This is an optimization exercise on Yosys and OpenROAD, whose aim is small area, not a production implementation. The RTL was checked by simulation tests, not by an equivalence proof against the original design. Power and IR drop assume default switching activity.

red:
==> module hb_frame_decoder, before the edit <==
module hb_frame_decoder #(
    parameter NUM_PIXELS = 32,
    parameter CAP        = 3 * NUM_PIXELS,
    parameter AW         = (CAP > 1) ? $clog2(CAP) : 1
) (
    input  wire          clk,
    input  wire          rst,
    input  wire          in_valid,
    input  wire [7:0]    in_data,
    output wire          in_ready,
    output reg           evt_valid,
    output reg  [2:0]    evt_code,
    output wire [15:0]   evt_len,
    input  wire [AW-1:0] pb_rd_addr,
    output wire [7:0]    pb_rd_data,
    output wire [2:0]    dbg_state
);
    localparam [2:0] ST_WAIT_MAGIC_1  = 3'd0;
    localparam [2:0] ST_WAIT_MAGIC_2  = 3'd1;
    localparam [2:0] ST_WAIT_LENGTH_1 = 3'd2;
    localparam [2:0] ST_WAIT_LENGTH_2 = 3'd3;
    localparam [2:0] ST_WAIT_DATA     = 3'd4;
    localparam [2:0] ST_WAIT_CHECKSUM = 3'd5;
    localparam [2:0] EV_NEED_MORE    = 3'd0;
    localparam [2:0] EV_ACCEPT       = 3'd1;
    localparam [2:0] EV_ERR_RESYNC   = 3'd2;
    localparam [2:0] EV_ERR_OVERFLOW = 3'd3;
    localparam [2:0] EV_ERR_CHECKSUM = 3'd4;
    reg [2:0] st;
    reg [6:0] len;
    reg [6:0] cnt;
    reg [7:0] csum;
    assign in_ready  = ~rst;
    assign dbg_state = st;
    assign evt_len   = {9'd0, (evt_code == EV_ACCEPT) ? len : 7'd0};
    wire consume = in_valid & ~rst;
    wire s_l1 = (st == ST_WAIT_LENGTH_1);
    wire s_l2 = (st == ST_WAIT_LENGTH_2);
    wire s_d  = (st == ST_WAIT_DATA);
    wire s_ck = (st == ST_WAIT_CHECKSUM);
    wire [6:0] cnt_inc = cnt + 7'd1;
    wire       cnt_full = cnt[6] & cnt[5];           
    wire       hi_nz    = |in_data;
    wire       ck_ok    = (in_data == csum);
    reg [2:0] nx_st;
    reg [2:0] nx_evt;
    always @(*) begin
        nx_st  = ST_WAIT_MAGIC_1;
        nx_evt = EV_NEED_MORE;
        case (st)
            ST_WAIT_MAGIC_1:
                nx_st = (in_data == 8'hFF) ? ST_WAIT_MAGIC_2 : ST_WAIT_MAGIC_1;
            ST_WAIT_MAGIC_2:
                if (in_data == 8'hAA) nx_st = ST_WAIT_LENGTH_1;
                else                  nx_evt = EV_ERR_RESYNC;
            ST_WAIT_LENGTH_1:
                nx_st = ST_WAIT_LENGTH_2;
            ST_WAIT_LENGTH_2:
                nx_st = (hi_nz | (|csum)) ? ST_WAIT_DATA : ST_WAIT_CHECKSUM;
            ST_WAIT_DATA:
                if (cnt_full)            nx_evt = EV_ERR_OVERFLOW;
                else if (cnt_inc == len) nx_st  = ST_WAIT_CHECKSUM;
                else                     nx_st  = ST_WAIT_DATA;
            ST_WAIT_CHECKSUM:
                nx_evt = ck_ok ? EV_ACCEPT : EV_ERR_CHECKSUM;
            default: ;
        endcase
    end
    always @(posedge clk) begin
        if (rst) begin
            st        <= ST_WAIT_MAGIC_1;
            evt_valid <= 1'b0;
            evt_code  <= EV_NEED_MORE;
        end else begin
            evt_valid <= consume;
            evt_code  <= consume ? nx_evt : EV_NEED_MORE;
            if (consume)
                st <= nx_st;
        end
    end
    always @(posedge clk) begin
        if (consume) begin
            csum <= (s_l1 | s_d) ? csum + in_data : 8'd0;
            cnt  <= s_l2 ? 7'd0 : cnt_inc;
            if (s_l2)
                len <= (hi_nz | csum[7]) ? 7'd127 : csum[6:0];
        end
    end
    wire commit = consume & s_ck & ck_ok;
    reg ph;
    always @(posedge clk)
        ph <= ~ph;
    reg  [7:0] st_x [0:CAP-1];
    reg  [7:0] pb_x [0:CAP-1];
    wire [7:0] din_x = in_data ^ {8{ph}};
    genvar gi;
    generate
        for (gi = 0; gi < CAP; gi = gi + 1) begin : g_buf
            wire in_frame = (gi < cnt);
            wire ce = commit & in_frame;
            wire [7:0] st_d, pb_d;
            always @(posedge clk) begin
                st_x[gi] <= st_d;
                pb_x[gi] <= pb_d;
            end
            genvar bi;
            for (bi = 0; bi < 8; bi = bi + 1) begin : g_bit
                hb_inv_mux u_st (.sel(~in_frame), .sel_n(in_frame), .a(din_x[bi]),    .b(st_x[gi][bi]), .y(st_d[bi]));
                hb_inv_mux u_pb (.sel(ce), .sel_n(~ce), .a(st_x[gi][bi]), .b(pb_x[gi][bi]), .y(pb_d[bi]));
            end
        end
    endgenerate
    wire [CAP-1:0] rsel;
    generate
        for (gi = 0; gi < CAP; gi = gi + 1) begin : g_rsel
            assign rsel[gi] = (pb_rd_addr == gi);
        end
    endgenerate
    wire [7:0] rd_x;
    generate
        for (gi = 0; gi < 8; gi = gi + 1) begin : g_rbit
            wire [CAP/3-1:0] t_n;
            genvar k;
            for (k = 0; k < CAP/3; k = k + 1) begin : g_t
                hb_aoi222 u (.a1(rsel[3*k]),   .a2(pb_x[3*k][gi]),
                             .b1(rsel[3*k+1]), .b2(pb_x[3*k+1][gi]),
                             .c1(rsel[3*k+2]), .c2(pb_x[3*k+2][gi]),
                             .y(t_n[k]));
            end
            assign rd_x[gi] = ~&t_n;
        end
    endgenerate
    wire rd_ph = ph & ~(pb_rd_addr[6] & pb_rd_addr[5]);
    assign pb_rd_data = rd_x ^ {8{rd_ph}};
endmodule
Settings: LEC_CHECK=0, CAP_MARGIN=20, CORE_MARGIN=2, CORE_UTILIZATION=60, SLEW_MARGIN=20, SYNTH_HIERARCHICAL=1, SYNTH_MINIMUM_KEEP_SIZE=0; clock period 15.0 ns.
standard.sh (not shown) runs the stock make flow with config.mk's settings and CLKGATE_MAP_FILE= SYNTH_SCRIPT=/design/flow/synth_recipe.tcl, a recipe that flattens the netlist after the stock synthesis.
==> flow/flow/run.sh <==
#!/bin/bash
# Standard layout, with two changes: the clock tree uses larger sink
# clusters and no dummy loads, and ports are buffered with buf_1.
set -euo pipefail
export CTS_ARGS="-sink_clustering_enable -repair_clock_nets -sink_clustering_size 28 -sink_clustering_max_diameter 80 -buf_list sky130_fd_sc_hd__clkbuf_16 -dont_use_dummy_load"
export BUFFER_PORTS_ARGS="-buffer_cell sky130_fd_sc_hd__buf_1"
bash standard.sh > standard.log 2>&1
red: full flow OK, the timing, DRC and antenna checks passed
Relative to red, the following input files were edited for blue:
-- flow/design.v --
<<< red, line 35
    assign evt_len   = {9'd0, (evt_code == EV_ACCEPT) ? len : 7'd0};
    wire consume = in_valid & ~rst;
    wire s_l1 = (st == ST_WAIT_LENGTH_1);
    wire s_l2 = (st == ST_WAIT_LENGTH_2);
>>> blue, line 35
    assign evt_len   = {9'd0, (evt_code == EV_ACCEPT) ? len : 7'd0};
    wire consume = in_valid & ~rst;
    wire s_m1 = (st == ST_WAIT_MAGIC_1);
    wire s_m2 = (st == ST_WAIT_MAGIC_2);
    wire s_l1 = (st == ST_WAIT_LENGTH_1);
    wire s_l2 = (st == ST_WAIT_LENGTH_2);
<<< red, line 97
    generate
        for (gi = 0; gi < CAP; gi = gi + 1) begin : g_buf
            wire in_frame = (gi < cnt);
            wire ce = commit & in_frame;
            wire [7:0] st_d, pb_d;
            always @(posedge clk) begin
>>> blue, line 99
    generate
        for (gi = 0; gi < CAP; gi = gi + 1) begin : g_buf
            wire we = (cnt == gi);
            wire ce = commit & (gi < len);
            wire [7:0] st_d, pb_d;
            always @(posedge clk) begin
<<< red, line 106
            genvar bi;
            for (bi = 0; bi < 8; bi = bi + 1) begin : g_bit
                hb_inv_mux u_st (.sel(~in_frame), .sel_n(in_frame), .a(din_x[bi]),    .b(st_x[gi][bi]), .y(st_d[bi]));
                hb_inv_mux u_pb (.sel(ce), .sel_n(~ce), .a(st_x[gi][bi]), .b(pb_x[gi][bi]), .y(pb_d[bi]));
            end
>>> blue, line 108
            genvar bi;
            for (bi = 0; bi < 8; bi = bi + 1) begin : g_bit
                hb_inv_mux u_st (.sel(we), .sel_n(~we), .a(din_x[bi]),    .b(st_x[gi][bi]), .y(st_d[bi]));
                hb_inv_mux u_pb (.sel(ce), .sel_n(~ce), .a(st_x[gi][bi]), .b(pb_x[gi][bi]), .y(pb_d[bi]));
            end
<<< red, line 131
        end
    endgenerate
    wire rd_ph = ph & ~(pb_rd_addr[6] & pb_rd_addr[5]);
    assign pb_rd_data = rd_x ^ {8{rd_ph}};
endmodule
module hb_inv_mux (
>>> blue, line 133
        end
    endgenerate
    assign pb_rd_data = rd_x ^ {8{ph}};
endmodule
module hb_inv_mux (
==> summary.txt <==
blue vs. red: inserted tap cell count went up by 0.95%.
The starting utilization of the core area was comparable across red and blue.
blue ended up with a lower logic gate share of total power than red did.
When the final numbers for red and blue were put side by side, the via count turned out to be greater in blue.
Count of clock-net buffers in the final layout: blue higher than red
The final area of blue is higher than that of red.

## afterwards: timing with drivers on the ports
Ports are ideal in the flow. The routed layouts listed here were re-timed in OpenROAD.
Step 1 sets driving cells, clkbuf_16 on the clock port and buf_2 on the other inputs (assumed; they add their load-dependent delay and slew).
Step 2 times the ports against the registers' clock, not the clock port: input delays grow and output delays shrink by t, the midpoint of the rising clock arrivals with the driver on.
Slacks: no drivers / after step 1 / after step 2; pairs: no drivers / after step 1.
run | shift t [ns] | setup slack, ns | worst setup path at the end | worst slew at a driven data input, ns
red | 0.710 | 4.987 / 4.964 / 4.964 | input to output | 0.10
blue | 0.721 | 4.936 / 4.852 / 4.852 | input to output | 0.10
After both steps every run listed still meets setup and hold. The setup slack of blue, which loses most, moves by -0.084 ns with the drivers and by -0.084 ns with both steps.
